This design comes from an exercise in tuning for small area, a short achievable clock period and few clock cycles per item on the open sky130 flow, not from production work.
No run shown here included a check of the RTL's function; only the layout flow was run.

==> flow/design.v, too long to show whole: its modules and the start of the top module <==
// module dmr_fec: 2412 lines
module dmr_fec (
    input  wire         clk,
    input  wire         rst,         
    input  wire         start,
    input  wire [1:0]   op,
    input  wire [195:0] din,
    output wire         ready,
    output reg          done,
    output reg  [195:0] dout,
    output reg          corr,
    output reg          fail,
    output reg  [7:0]   ncorr
);
  // ...
==> flow/flow/run.sh <==
#!/bin/bash
# Standard ORFS layout at the design's clock and constraints; repair_timing
# is asked to leave a setup margin so that it shortens the critical paths.
bash standard.sh SETUP_SLACK_MARGIN=38 finish > standard.log 2>&1
==> flow/standard.sh <==
#!/bin/bash
# synth_recipe.tcl (not shown) runs the flow's synth.tcl, then flattens the netlist and writes it again
# the make line also repeats each setting of config.mk as NAME=value (left out here)
make -C /OpenROAD-flow-scripts/flow DESIGN_CONFIG=/design/flow/config.mk WORK_HOME=/design/flow/orfs CLKGATE_MAP_FILE= SYNTH_SCRIPT=/design/flow/synth_recipe.tcl "${@:-finish}"
==> flow/config.mk <==
export PLATFORM = sky130hd
export DESIGN_NAME = dmr_fec
export DESIGN_NICKNAME = dmr_fec
export VERILOG_FILES = /design/flow/design.v
export SDC_FILE = /design/flow/constraint.sdc
export NUM_CORES = 8
export LEC_CHECK = 0
export CAP_MARGIN = 20
export CORE_MARGIN = 2
export CORE_UTILIZATION = 25
export PLACE_DENSITY = 0.45
export SLEW_MARGIN = 20
==> flow/constraint.sdc <==
create_clock -name core_clock -period 50.0 [get_ports {clk}]
set_input_delay 10.0000 -clock core_clock [delete_from_list [all_inputs] [get_ports {clk}]]
set_output_delay 10.0000 -clock core_clock [all_outputs]
set_load 0.01 [all_outputs]
==> run_results.csv, run 1 <==
group,metric,value,unit
final_layout,multi_input_area_share,59.8,%
worst_setup_path,end_kind,"output port",
synthesis,synth_compound_gate_area_share,8.41,%
status,outcome,"timing/DRC/antenna clean",
final_layout,multi_input_comb_cells,4721,
detailed_routing,vias_per_cell,5.44,
worst_setup_path,endpoint,"dout[69]",
floorplan,ioPinCount,409,
detailed_routing,drt_first_pass_iters,9,
final_layout,multi_input_area,0.0473,mm^2
detailed_routing,wl_met2,162000,um
synthesis,synth_most_common_cell,"xnor2_1",
final_layout,nNonClkInverters,458,
global_route,grt_pass1_vias,51400,
cts,htree_levels,3,
worst_setup_path,crit_type,"reg -> out",
synthesis,synth_top_cell_area_share,13.6,%
cts,cts-resized-gates,430,
worst_setup_path,r2r-end,"dout[38]$_DFF_P_",
final_layout,layout_commonest_cell,"xnor2_1",
placed_design,io_buffers,408,
detailed_routing,met3_wirelength,52700,um
synthesis,avgSynthCellArea,9.85,um^2
worst_setup_path,crit_cells,1,
global_route,grt_usage,32.9,%
timing,finalWorstSetupSlack,37.99,ns
==> run 2, diff against run 1 <==
==> flow/flow/run.sh (replaced) <==
#!/bin/bash
# Standard ORFS layout at the design's clock and constraints, with:
#  - repair_timing asked to leave a setup margin (shorter critical paths),
#  - plain buf_2 cells as the port buffers.
bash standard.sh SETUP_SLACK_MARGIN=38.5 \
  BUFFER_PORTS_ARGS="-buffer_cell sky130_fd_sc_hd__buf_2" \
  finish > standard.log 2>&1
==> run_results.csv, run 2 <==
group,metric,value,unit
synthesis,seq_area_frac_synth,23.4,%
placed_design,place_area,0.0675,mm^2
detailed_routing,dr.first_iter.drc_count,8174,
timing,clock_skew,0.0856,ns
detailed_routing,vias,56400,
global_route,grt_max_degree,58,
final_layout,layout_commonest_cell,"xnor2_1",
timing,max_slew_margin,10.6,%
timing,hold_viol_final,0,
placed_design,dp_cells,9666,
cts,clk_latency,0.80,ns
detailed_routing,drc,0,
cts,cts.clk_slew.worst_paths,0.06,ns
synthesis,synthTopCellsByCount,"xnor2_1, xor2_1, inv_1",
floorplan,dieArea,0.245,mm^2
worst_setup_path,end_kind,"output port",
cts,htree_levels,3,
floorplan,core,0.240,mm^2
synthesis,synth_flop_cell,"dfxtp_1",
final_layout,drive_gt1_share,34.3,%
synthesis,synth_top_cell_area_share,13.6,%
global_route,grt_pass1_wl,534000,um
synthesis,synth_cell_types,99,
final_layout,final_area,0.0812,mm^2
min_path,min_to,"npass[0]$_SDFF_PN1_",
synthesis,synth_most_common_cell,"xnor2_1",
synthesis,ys_async_sr_fraction,0,%
run,maxCapViolCount,0,
timing,fin_crit,11.66,ns
cts,cts_buffer_depth,3,
synthesis,ys_top_cells_by_area,"dfxtp_1, xnor2_1, fa_1",
worst_setup_path,cp_max_fo,1,
floorplan,ioPinCount,409,
synthesis,postSynthCellCount,6112,
timing,rsz0062_at_grt,"true",
worst_setup_path,worst_setup_path_start_kind,"flop",
worst_setup_path,critPathMaxStageDelay,0.59,ns
timing,setup_viol_count_final,0,
worst_setup_path,slowest_stage,"dfxtp_1",
final_layout,final_cells,10300,
global_route,grt_usage,33.3,%
synthesis,synth_area,0.0602,mm^2
timing,slew_viol_final,0,
global_route,grt_pass1_vias,52400,
worst_setup_path,crit_type,"reg -> out",
timing,period_share,23.3,%
synthesis,synth_top_area_cell,"dfxtp_1",
final_layout,layout_common_cells,"xnor2_1, buf_4, xor2_1",
worst_setup_path,r2r-end,"corr$_DFF_P_",
synthesis,ys_seq_elements,606,
worst_setup_path,rr_worst_depth,36,
worst_setup_path,r2r_slack,38.45,ns
floorplan,die_y,495,um
global_route,grt-ovfl-total,0,
final_layout,top_regs,"dout (196), rin (196), w0 (195)",
min_path,holdCritPathClass,"reg -> reg",
worst_setup_path,path_cells,"buf_2",
placed_design,place.gp.congestion,1.12,
placed_design,dp_hpwl,340000,um
cts,cts_buffers,84,
floorplan,initial_core_util,25.1,%
detailed_routing,drt_first_pass_iters,8,
worst_setup_path,cpLargestDelayFamily,"flip-flops",
synthesis,synth_edf_count,198,
final_layout,syn_to_final_growth,34.9,%
min_path,min_from,"npass[0]$_SDFF_PN1_",
detailed_routing,route.antenna.remaining_nets,0,
timing,fmax,0.0858,GHz
synthesis,synth_nets,6667,
min_path,hold-path-cell-count,1,
floorplan,num_rows,180,
cts,cts_root_buffer,"clkbuf_16",
final_layout,final_nets,7556,
status,outcome,"timing/DRC/antenna clean",
cts,cts_tree,"done",
detailed_routing,wl,424000,um
floorplan,die_x,495,um
detailed_routing,vias_per_cell,5.48,
worst_setup_path,crit_buf_inv,1,
placed_design,io_buffers,408,
synthesis,yosys_warnings,1,
synthesis,avgSynthCellArea,9.85,um^2
cts,cts_sinks,606,
worst_setup_path,worstPathRequired,40.00,ns
timing,tns,0,ns
worst_setup_path,arrival,1.66,ns
worst_setup_path,reg2reg_from,"rin[16]$_DFFE_PP_",
global_route,antenna_found_initial,51,
timing,worst_pin_slew,1.34,ns
detailed_routing,wl_per_cell,41.3,um
## run 2: cells by family (layout without fill, tap and decap cells)
family                     Yosys count  after routing  share of synthesized area [%]
adders and majority gates          356            356                           11.3
buffers and inverters              788           1743                           5.31
and+or+nand+nor                   1302           1305                           10.7
muxes                              543            543                           9.35
other                                0             23                              0
DFF                                606            606                           23.4
AOI/OAI and AO/OA                  742            742                           8.41
xor gates and xnor gates          1775           1778                           31.5
## run 2: worst reg2reg max path, delay by kind of cell, from the launching register on
family	cells	cell delay, ns
XOR/XNOR	8	2.55
flip-flops	1	0.74
buffers and inverters	7	0.72
AO/OA/AOI/OAI	2	0.54
AND/OR/NAND/NOR	7	1.31
adder cells (fa/ha/maj)	11	5.33
multiplexers	1	0.24
## run 2: cell type report
class	count	area [um^2]
sequential	606	14300
inverter	457	1750
antenna	23	57.6
timing repair buffer	1126	8950
multi-input combinational	4724	49300
timing repair inverter	2	46.3
fill	24600	159000
tap	3185	3990
clock buffer	105	2270
clock inverter	53	508
## run 2: metal layers
metal | vias to the layer above | GRT usage [%] | routed length [um]
met1 | 28800 | 45.5 | 175000
li1 | 22500 | - | -
met5 | - | 0 | 448
met3 | 919 | 11.4 | 55300
met2 | 4123 | 45.1 | 164000
met4 | 40 | 19.2 | 30000
## run 2: worst max-delay path by stage
| stage | startpoint | to | slack, ns | cells after the start |
|---|---|---|---|---|
| finish | corr$_DFF_P_ | corr | 38.34 | 1 |
| global route | iter$_DFF_P_ | corr$_DFF_P_ | 38.28 | 41 |
| CTS | iter$_DFF_P_ | corr$_DFF_P_ | 38.32 | 37 |
| detailed placement | iter$_DFF_P_ | corr$_DFF_P_ | 35.34 | 32 |
| global placement | iter$_DFF_P_ | corr$_DFF_P_ | 34.87 | 32 |
| floorplan | rdy$_DFF_P_ | ready | 38.36 | 0 |
## run 2: metrics by stage
| stage | worst slack (ns) | util (%) | hold WS [ns] |
|---|---|---|---|
| after floorplan | 38.36 | - | 0.384 |
| after global placement | 34.87 | 28.0 | 0.395 |
| after detailed placement | 35.34 | 28.1 | 0.404 |
| after CTS | 38.32 | 31.8 | 0.418 |
| after global routing | 38.28 | 33.8 | 0.471 |
| final | 38.34 | 33.8 | 0.413 |
## run 2: repair_timing
item / 4_1_cts / 5_1_grt
buffers inserted: 183 / 219
resized for setup: 809 / 493
hold buffers: 0 / 0
endpoints found under the setup margin: 227 / 119
pin swaps: 90 / 176
cloned: 20 / 11

==> separate check: timing with driven ports <==
The results above use ideal ports. As a check the final layouts listed here were re-extracted and re-timed, cells and wires unchanged. Step 1, drivers: a clkbuf_16 drives clk and a buf_2 each remaining input, both assumed. Step 2, shift: input delay + t, output delay - t, t = (earliest + latest rising clock arrival at the registers) / 2. This alone moves slack from input paths to output paths. Slacks: ideal / step 1 / step 2; pairs: ideal / step 1.
| run | t, ns | setup slack, ns | worst setup path after step 2 | worst register clock-pin slew, ns |
|---|---|---|---|---|
| run 1 | 0.877 | 37.988 / 37.886 / 37.334 | input to register | 0.07 / 0.07 |
| run 2 | 0.863 | 38.343 / 38.241 / 37.934 | input to register | 0.08 / 0.08 |
After both steps setup and hold are still met in every run listed. The setup slack of run 1, which loses most, moves by -0.102 ns with the drivers and by -0.654 ns with both steps.
